From an optimization exercise on the open Yosys and OpenROAD flow, aimed at small area, a short achievable clock period and few clock cycles; shortcuts taken in it are not production practice. In this exercise RTL edits were held to simulation tests only and were not proved equivalent to the original. Power is estimated from default activity; no workload was simulated.

==> inputs of amber <==
// microw_emitter
module microw_emitter (
    input  wire        clk,
    input  wire        rst,          
    input  wire        cmd_valid,
    output wire        cmd_ready,
    input  wire [31:0] cmd_data,
    output reg         rsp_valid,
    output reg  [31:0] rsp_data
);
    localparam [3:0] ST_OK          = 4'd0;
    localparam [3:0] ST_NO_NEW_DATA = 4'd2;
    localparam [3:0] ST_OVERRUN     = 4'd3;
    localparam [3:0] ST_EMPTY       = 4'd6;
    localparam [3:0] ST_NOT_ACTIVE  = 4'd7;
    localparam [3:0] ST_NOT_STARTED = 4'd8;
    localparam [3:0] ST_STATE_ERROR = 4'd9;
    localparam [3:0] ST_WRONG_MODE  = 4'd10;
    localparam [3:0] ST_ILLEGAL     = 4'd11;
    function [5:0] add6(input [5:0] x, input [2:0] d);
        reg [5:0] dd;
        reg       c;
        integer   k;
        begin
            dd = {3'b000, d};
            c  = 1'b0;
            for (k = 0; k < 6; k = k + 1) begin
  ...
clock: 8.0 ns
lec_check: 0
cap_margin: 20
core_margin: 2
core_utilization: 40
setup_slack_margin: 5
slew_margin: 20
run.sh (not shown) runs the stock make flow with config.mk's settings and CLKGATE_MAP_FILE= SYNTH_SCRIPT=/design/flow/synth_recipe.tcl, a recipe that flattens the netlist after the stock synthesis.
==> inputs of cedar, as changes to amber <==
- SETUP_SLACK_MARGIN: 5 -> 4
==> comparison table <==
item	cedar	amber
Clock buffer count	130	142
Later-pin clock latency in the skew report	0.71 ns	0.79 ns
Final #Nets	3,413	3,655
Multi-input gate area in the final layout	0.0169 mm2	0.0195 mm2
Number of buffers inserted to repair setup after CTS	12	187
Final standard cell utilization of the core	46.5%	51.9%
Share of post-route cells with drive strength above 1	23.7%	37.7%
Critical path fanouts, max	20	5
Global routing usage on met1	32.0%	33.9%
Cell with the biggest individual delay on the critical path	or4b_4	dfxtp_4
Fraction of area in multi-input gates	30.2%	31.3%
Cell area after placement	0.0516 mm2	0.0517 mm2
Post-placement setup slack	2.92 ns	3.22 ns
Clock network power share	44.4%	45.0%
Run status	timing/DRC/antenna clean	timing/DRC/antenna clean
Net switching power	2.31 mW	2.46 mW
Met2 layer usage reported by global route	36.2%	40.2%
Worst slew margin	21.3%	17.9%
P_clk	5.00 mW	5.19 mW
Total of fill cells in the finished design	10,302	9,464
Vias after detailed routing	30,152	32,345
Fin Clk Skew	0.0496 ns	0.0774 ns
Unrepaired setup endpoints after global routing	false	true
Testbench counts of amber, summed over its fixed seeds: cycles 34,132.
Testbench counts of cedar, summed over its fixed seeds: cycles 34,132.

========
==> v38: inputs <==
microw_emitter, a different RTL version from the one above (not shown whole).
Settings: LEC_CHECK=0, CAP_MARGIN=20, CORE_MARGIN=2, CORE_UTILIZATION=40, CTS_CLUSTER_DIAMETER=100, CTS_CLUSTER_SIZE=24, SETUP_SLACK_MARGIN=4.5, SLEW_MARGIN=20; clock period 8.0 ns.
==> v18 (differences from v38) <==
--- a/flow/design.v
+++ b/flow/design.v
@@ -243,17 +243,24 @@
                 2'd0:    begin x_e62 = bq[6]; x_e61 = bq[5]; x_e60 = bq[4]; end
                 2'd1:    begin x_e62 = bq[5]; x_e61 = bq[4]; x_e60 = bq[3]; end
                 2'd2:    begin x_e62 = bq[4]; x_e61 = bq[3]; x_e60 = bq[2]; end
                 default: begin x_e62 = bq[3]; x_e61 = bq[2]; x_e60 = bq[1]; end
             endcase
         end else begin x_e62 = bq[6]; x_e61 = bq[5]; x_e60 = bq[4]; end
     end
-    reg  [9:0] le;                                 
-    integer li;
-    always @(*) for (li = 0; li < 10; li = li + 1) le[li] = (br_cnt <= 6'd54 + li);
+    wire c56 = &br_cnt[5:3];
+    wire g55 = c56 | (br_cnt == 6'd55);
+    wire g57 = c56 & (br_cnt[2:0] != 3'd0);
+    wire g58 = c56 & (br_cnt[2] | br_cnt[1]);
+    wire g59 = c56 & (br_cnt[2] | (&br_cnt[1:0]));
+    wire g60 = c56 & br_cnt[2];
+    wire g61 = c56 & br_cnt[2] & (br_cnt[1] | br_cnt[0]);
+    wire g62 = c56 & br_cnt[2] & br_cnt[1];
+    wire g63 = &br_cnt;
+    wire [9:0] le = ~{1'b0, g63, g62, g61, g60, g59, g58, g57, c56, g55};
     reg  x_f1, x_f2, x_f4;
     always @(*) begin
         if (cs_start) begin x_f1 = 1'b1; x_f2 = 1'b1; x_f4 = 1'b1; end
         else if (cs_step) begin
             case (p_nw)
                 2'd0:    begin x_f1 = le[8]; x_f2 = le[7]; x_f4 = le[5]; end
                 2'd1:    begin x_f1 = le[7]; x_f2 = le[6]; x_f4 = le[4]; end
Settings changed: SETUP_SLACK_MARGIN 4.5 to 5, TNS_END_PERCENT set to 20.
==> v39 (differences from v38) <==
Settings changed: CORE_UTILIZATION 40 to 60, SETUP_SLACK_MARGIN 4.5 to 5, TNS_END_PERCENT set to 10.
==> v13 (differences from v38) <==
Settings changed: SETUP_SLACK_MARGIN 4.5 to 5.
==> key figures <==
Layout
  – Final Core Density: 47.0%
  – Share of layout cells above drive strength 1: 26.1%

Pwr
  – Combinational cell power: 173 uW
  – P_leak: 0.0186 uW
  – VDD IR max: 0.179 mV

Worst setup path
  – Worst reg2reg path depth: 9

Run status
  – Status: timing/DRC/antenna clean

Die
  – Starting Density: 40.2%
  – Die extent in y: 351 um

Yosys
  – Synth top area share: 58.9%

STA
  – Final period util: 40.4%

Placed design
  – HPWL Detailed: 90400 um
(the above is from v18)
==> key figures <==
Pwr
  – Combinational cell power: 171 uW
  – VDD IR max: 0.166 mV

Die
  – Die extent in y: 287 um
  – Starting Density: 60.6%

Worst setup path
  – Worst reg2reg path depth: 9
  – Levels on crit path: 9

STA
  – Final period util: 41.8%

Layout
  – Share of layout cells above drive strength 1: 22.5%
  – Final Core Density: 68.9%
  – Seq area share: 56.6%

Yosys
  – Compound-gate portion of the synthesized area: 9.04%
  – Synth top area share: 59.1%

Placed design
  – HPWL Detailed: 94100 um

Run status
  – Status: timing/DRC/antenna clean
(the above is from v39)
==> key figures <==
Run status
  – Status: timing/DRC/antenna clean

Die
  – Starting Density: 40.4%

Yosys
  – Synth top area share: 59.1%
  – Compound-gate portion of the synthesized area: 9.04%

Layout
  – Share of layout cells above drive strength 1: 28.0%
  – Final Core Density: 48.6%

Placed design
  – HPWL Detailed: 91700 um

Pwr
  – VDD IR max: 0.183 mV
  – P_leak: 0.0194 uW
  – Combinational cell power: 193 uW

STA
  – Final period util: 41.2%
(the above is from v13)
==> key figures <==
Pwr
  – VDD IR max: 0.170 mV
  – P_leak: 0.0177 uW
  – Combinational cell power: 158 uW

Die
  – Starting Density: 40.4%

Layout
  – Share of layout cells above drive strength 1: 19.2%
  – Final Core Density: 45.4%

Yosys
  – Synth top area share: 59.1%

Worst setup path
  – Buf/Inv on CP: 1

Run status
  – Status: timing/DRC/antenna clean

STA
  – Final period util: 43.3%

Placed design
  – HPWL Detailed: 94900 um
(the above is from v38)
Testbench counts of v38, summed over its fixed seeds: cycles 34,663.
Testbench counts of v18, summed over its fixed seeds: cycles 34,663.
Testbench counts of v39, summed over its fixed seeds: cycles 34,663.
Testbench counts of v13, summed over its fixed seeds: cycles 34,663.

[separate check: timing with driven ports]
How much do the figures lean on ideal ports? The routed layouts below were timed once more, with nothing changed but the port constraints.
Step 1 (the two cells are an assumption about what drives the block):
set clk [get_ports {clk}]
set_driving_cell -lib_cell sky130_fd_sc_hd__clkbuf_16 $clk
set_driving_cell -lib_cell sky130_fd_sc_hd__buf_2 [delete_from_list [all_inputs] $clk]
Step 2 adds t to the input delays and takes it off the output delays; t is the mean of the earliest and latest rising clock arrival at the registers after step 1. Input paths then give back, and output paths get back, about the clock's delay inside the block.
a / b / c = ideal / step 1 / step 2; a / b = the first two.
| run | t, ns | setup WS [ns] | slew at the worst register clock pin (ns) |
|---|---|---|---|
| amber | 0.806 | 4.342 / 4.342 / 4.208 | 0.08 / 0.08 |
| cedar | 0.754 | 4.081 / 4.081 / 3.659 | 0.07 / 0.07 |
| v38 | 0.740 | 4.540 / 4.540 / 3.915 | 0.11 / 0.11 |
| v18 | 0.754 | 4.768 / 4.697 / 4.260 | 0.11 / 0.11 |
| v39 | 0.724 | 4.654 / 4.602 / 4.128 | 0.11 / 0.11 |
| v13 | 0.758 | 4.705 / 4.705 / 4.315 | 0.11 / 0.11 |
After both steps setup and hold are still met in every run listed. The setup slack of v38, which loses most, moves by 0.000 ns with the drivers and by -0.625 ns with both steps.
